Context: an optimization exercise on an open-source flow, tuned for small area, a short achievable clock period and few clock cycles. The choices shown serve that exercise and are no tape-out recipe. The RTL was checked by simulation tests, not by an equivalence proof against the original design. Power and IR drop assume default switching activity.

Setup of nickel:
Design alu_core, start of the top module:
module alu_core (
    input  wire        clk,
    input  wire        rst,         
    input  wire        cmd_valid,
    output wire        cmd_ready,
    input  wire [31:0] cmd,
    input  wire [3:0]  rd_idx,
    output wire [15:0] rd_data,
    output wire [3:0]  flags        
);
    function [17:0] add16(input [15:0] x, input [15:0] y, input ci);
        reg [15:0] p, g, P, G;
        integer l, k;
        begin
            p = x ^ y; g = x & y;
            G = g; P = p;
            G[1] = g[1] | ((p[1] & x[0]) & y[0]);
            P[1] = p[1] & p[0];
            for (k = 15; k >= 2; k = k - 1) begin
                G[k] = G[k] | (P[k] & G[k-1]);
                P[k] = P[k] & P[k-1];
            end
            for (l = 2; l < 16; l = l * 2)
                for (k = 15; k >= l; k = k - 1) begin
                    G[k] = G[k] | (P[k] & G[k-l]);
                    P[k] = P[k] & P[k-l];
                end
            add16 = {G[15], G[14], p ^ {G[14:0], 1'b0}};
        end
    endfunction
    function [17:0] add17(input [16:0] x, input [16:0] y, input ci);
        reg [16:0] p, g, P, G;
        integer l, k;
        begin
            p = x ^ y; g = x & y;
            G = g; P = p;
            G[0] = g[0] | (p[0] & ci);
            for (l = 1; l < 17; l = l * 2)
                for (k = 16; k >= l; k = k - 1) begin
                    G[k] = G[k] | (P[k] & G[k-l]);
                    P[k] = P[k] & P[k-l];
                end
            add17 = {G[16], p ^ {G[15:0], ci}};
        end
    endfunction
    reg [255:0] rf;                 
    reg         cf, zf, sf, of;
    function [15:0] rdport(input [255:0] v, input [15:0] sel);
        integer j;
        begin
  ...
Size in the first run: about 2500 cells after synthesis, ~330 flip-flops, ~60 I/O pins, ~0.026 sq mm of cells after synthesis.
==> flow/config.mk <==
export PLATFORM = sky130hd
export DESIGN_NAME = alu_core
export DESIGN_NICKNAME = alu_core
export VERILOG_FILES = /design/flow/design.v
export SDC_FILE = /design/flow/constraint.sdc
export NUM_CORES = 4
export LEC_CHECK = 0
export CAP_MARGIN = 20
export CORE_MARGIN = 2
export CORE_UTILIZATION = 55
export CTS_BUF_LIST = sky130_fd_sc_hd__clkbuf_4 sky130_fd_sc_hd__clkbuf_8
export CTS_CLUSTER_SIZE = 20
export PLACE_DENSITY = 0.68
export SETUP_SLACK_MARGIN = 4.25
export SLEW_MARGIN = 20
==> flow/constraint.sdc <==
create_clock -name core_clock -period 10.0 [get_ports {clk}]
set_input_delay 2.0000 -clock core_clock [delete_from_list [all_inputs] [get_ports {clk}]]
set_output_delay 2.0000 -clock core_clock [all_outputs]
set_load 0.01 [all_outputs]
standard.sh (not shown) runs the stock make flow with config.mk's settings and CLKGATE_MAP_FILE= SYNTH_SCRIPT=/design/flow/synth_recipe.tcl, a recipe that flattens the netlist after the stock synthesis.
==> flow/flow/run.sh <==
#!/bin/bash
# Standard ORFS layout, with the port buffers made from plain buffers (buf_4)
# instead of the delay cells buffer_ports picks by default, timing repair
# free to resize cells across footprints, and a clock tree of clkbuf_4/8
# without dummy balancing loads.
set -euo pipefail
export BUFFER_PORTS_ARGS="-buffer_cell sky130_fd_sc_hd__buf_4"
export CTS_ARGS="-sink_clustering_enable -repair_clock_nets -sink_clustering_size 20 -buf_list {sky130_fd_sc_hd__clkbuf_4 sky130_fd_sc_hd__clkbuf_8} -dont_use_dummy_load"
bash standard.sh MATCH_CELL_FOOTPRINT=0 "BUFFER_PORTS_ARGS=$BUFFER_PORTS_ARGS" "CTS_ARGS=$CTS_ARGS" finish > make_finish.log 2>&1
Testbench counts of nickel, summed over its fixed seeds: cycles 5,283.
Inputs modified between nickel and sierra:
--- a/flow/config.mk
+++ b/flow/config.mk
@@ -9,7 +9,7 @@
 export CORE_MARGIN = 2
-export CORE_UTILIZATION = 55
+export CORE_UTILIZATION = 65
 export CTS_BUF_LIST = sky130_fd_sc_hd__clkbuf_4 sky130_fd_sc_hd__clkbuf_8
 export CTS_CLUSTER_SIZE = 20
-export PLACE_DENSITY = 0.68
-export SETUP_SLACK_MARGIN = 4.25
+export PLACE_DENSITY = 0.76
+export SETUP_SLACK_MARGIN = 4
 export SLEW_MARGIN = 20
sierra ran to completion and came out clean on the timing, design-rule and antenna checks.
The insertion delay to the later sink of the worst-skew pair was comparable across nickel and sierra.
Sequential share of cell area up 0.55 points in sierra wrt nickel
met3 routing resource usage after global routing in sierra is 5.2 points above nickel.

---

alu_core, a different RTL version from the one above (not shown whole).
Size in the first run: ~2,400 cells after synthesis, about 330 flip-flops, roughly 60 I/O pins.
clock: 10.0 ns
lec_check: 0
cap_margin: 20
core_margin: 2
core_utilization: 45
place_density: 0.6
setup_slack_margin: 5
slew_margin: 20
==> flow/flow/run.sh <==
#!/bin/bash
# Standard ORFS layout, with the port buffers made from plain buffers (buf_4)
# instead of the delay cells buffer_ports picks by default, and with timing
# repair free to resize cells across footprints.
set -euo pipefail
export BUFFER_PORTS_ARGS="-buffer_cell sky130_fd_sc_hd__buf_4"
bash standard.sh MATCH_CELL_FOOTPRINT=0 "BUFFER_PORTS_ARGS=-buffer_cell sky130_fd_sc_hd__buf_4" finish > make_finish.log 2>&1
The first run passed the timing, design-rule and antenna checks.
Testbench counts at the start, summed over its fixed seeds: cycles 5,283.
Then changed:
Settings changed: SETUP_SLACK_MARGIN 5 to 4.
=>
- utilization drops by 6.0 points
- routed wire length drops by a little under a tenth
- cell area drops by roughly a tenth
- critical path depth drops by 2
- via count drops by a few percent
- clock power climbs by a few percent

---

Setup of v26:
RTL: one of the versions met above, not the one the previous note started from.
Size in the first run: ~2500 cells after synthesis, ~330 flip-flops, about 60 I/O pins, ~26000 sq um of cells after synthesis.
Settings: LEC_CHECK=0, CAP_MARGIN=20, CORE_MARGIN=2, CORE_UTILIZATION=55, CTS_BUF_LIST=sky130_fd_sc_hd__clkbuf_4 sky130_fd_sc_hd__clkbuf_8, CTS_CLUSTER_SIZE=20, PLACE_DENSITY=0.68, SETUP_SLACK_MARGIN=4, SLEW_MARGIN=20, TNS_END_PERCENT=10; clock period 10.0 ns.
==> flow/flow/run.sh <==
#!/bin/bash
# Standard ORFS layout, with the port buffers made from plain buffers (buf_4)
# instead of the delay cells buffer_ports picks by default, timing repair
# free to resize cells across footprints, and a clock tree of clkbuf_4/8
# without dummy balancing loads.
set -euo pipefail
export BUFFER_PORTS_ARGS="-buffer_cell sky130_fd_sc_hd__buf_4"
export CTS_ARGS="-sink_clustering_enable -repair_clock_nets -sink_clustering_size 20 -buf_list {sky130_fd_sc_hd__clkbuf_4 sky130_fd_sc_hd__clkbuf_8} -dont_use_dummy_load"
bash standard.sh MATCH_CELL_FOOTPRINT=0 "BUFFER_PORTS_ARGS=$BUFFER_PORTS_ARGS" "CTS_ARGS=$CTS_ARGS" finish > make_finish.log 2>&1
v26 did not stop at any stage, and its layout met the timing, design-rule and antenna checks.
Testbench counts of v26, summed over its fixed seeds: cycles 5,283.
Input changes introduced in v1 (baseline for comparison: v26):
- a change of CAP_MARGIN from 20 to 5
- a deleted TNS_END_PERCENT that had been 10
- a change of SLEW_MARGIN from 20 to 5
==> flow/flow/run.sh <==
#!/bin/bash
# Standard ORFS layout, with the port buffers made from plain buffers (buf_4)
# instead of the delay cells buffer_ports picks by default, and with timing
# repair free to resize cells across footprints.
set -euo pipefail
export BUFFER_PORTS_ARGS="-buffer_cell sky130_fd_sc_hd__buf_4"
bash standard.sh MATCH_CELL_FOOTPRINT=0 "BUFFER_PORTS_ARGS=-buffer_cell sky130_fd_sc_hd__buf_4" finish > make_finish.log 2>&1
## What came out
- The lower sequential share of layout area of v1 and v26 is in v1.
- v26 ended up with rf[254]$_DFFE_PP_ as its end point of the critical path; v1 ended up with rf[109]$_DFFE_PP_.
- Final non-filler cell area came out higher on v1 than on v26.
- Number of clock-tree buffers in the layout (v26 / v1): 0.77
- Diff v1 and v26: internal power higher in v1
- Row clock network fraction of total power: v1 higher / v26 lower
- Taking v26 as the reference, in v1 total wirelength of the detailed-routed design shows no meaningful change, post-CTS setup-driven buffer insertion count shows an increase of 15, final worst-path cycle share shows a reduction of 3.0 points, count of H-tree levels built during CTS shows no meaningful change.
- The minimum clock period after layout number comes out lower for v1 vs v26.
#### Input delta (v54 over v1)
- swapping 5 for 20 in CAP_MARGIN
- swapping 5 for 20 in SLEW_MARGIN
==> flow/flow/run.sh <==
#!/bin/bash
# Standard ORFS layout, with the port buffers made from plain buffers (buf_4)
# instead of the delay cells buffer_ports picks by default, timing repair
# free to resize cells across footprints, and a clock tree of clkbuf_4/8
# without dummy balancing loads.
set -euo pipefail
export BUFFER_PORTS_ARGS="-buffer_cell sky130_fd_sc_hd__buf_4"
export CTS_ARGS="-sink_clustering_enable -repair_clock_nets -sink_clustering_size 20 -buf_list {sky130_fd_sc_hd__clkbuf_4 sky130_fd_sc_hd__clkbuf_8} -dont_use_dummy_load"
bash standard.sh MATCH_CELL_FOOTPRINT=0 "BUFFER_PORTS_ARGS=$BUFFER_PORTS_ARGS" "CTS_ARGS=$CTS_ARGS" finish > make_finish.log 2>&1
## What came out
Total number of H-tree levels came out exactly the same in v54 and v1.
Changes observed in v54 relative to v1: relative area of clock buffers and inverters in the final design -1.5 points, wire length of the first global-routing pass ~0 delta, fraction of power spent switching nets +1.1 points.
Comparing the two runs side by side, v54 comes out behind v1 on setup slack.
v54 did not stop at any stage, and its layout met the timing, design-rule and antenna checks.
v54: actual transition at the worst max-transition pin lower than v1
Looking only at utilization, and setting everything else aside, the lower value of v54 and v1 goes to v54.
Changes observed in v54 relative to v1: final net count essentially unchanged, via count stayed essentially flat, minimum clock period shows an increase of 13 ps.
Compared to v1, v54 has clock buffer count in the final layout 22% lower.

==> afterwards: timing with drivers on the ports <==
How much do the figures lean on ideal ports? The routed layouts below were timed once more, with nothing changed but the port constraints.
Step 1 sets driving cells, clkbuf_16 on the clock port and buf_2 on the other inputs (assumed; they add their load-dependent delay and slew).
Step 2 moves the port delays by t, midway between the first and last clock arrival at a register: inputs arrive t later, outputs are due t later. That takes back most of the time a late clock gives input paths.
Slacks: ideal ports / drivers / drivers and shift; pairs: ideal ports / drivers.
run | shift t [ns] | slack for setup (ns) | slew at the worst register clock pin (ns) | worst data-port slew with drivers (ns)
nickel | 0.672 | 3.901 / 3.693 / 3.021 | 0.07 / 0.07 | 0.28
sierra | 0.686 | 3.948 / 3.724 / 3.038 | 0.07 / 0.07 | 0.30
the first run of note 2 | 0.647 | 4.044 / 3.795 / 3.147 | 0.07 / 0.07 | 0.44
the second run of note 2 | 0.617 | 4.021 / 3.871 / 3.254 | 0.07 / 0.07 | 0.23
v26 | 0.683 | 3.697 / 3.634 / 2.951 | 0.07 / 0.07 | 0.25
v1 | 0.719 | 3.993 / 3.862 / 3.143 | 0.07 / 0.07 | 0.27
v54 | 0.690 | 3.980 / 3.803 / 3.113 | 0.07 / 0.07 | 0.29
After both steps setup and hold are still met in every run listed. The setup slack of sierra, which loses most, moves by -0.224 ns with the drivers and by -0.910 ns with both steps.
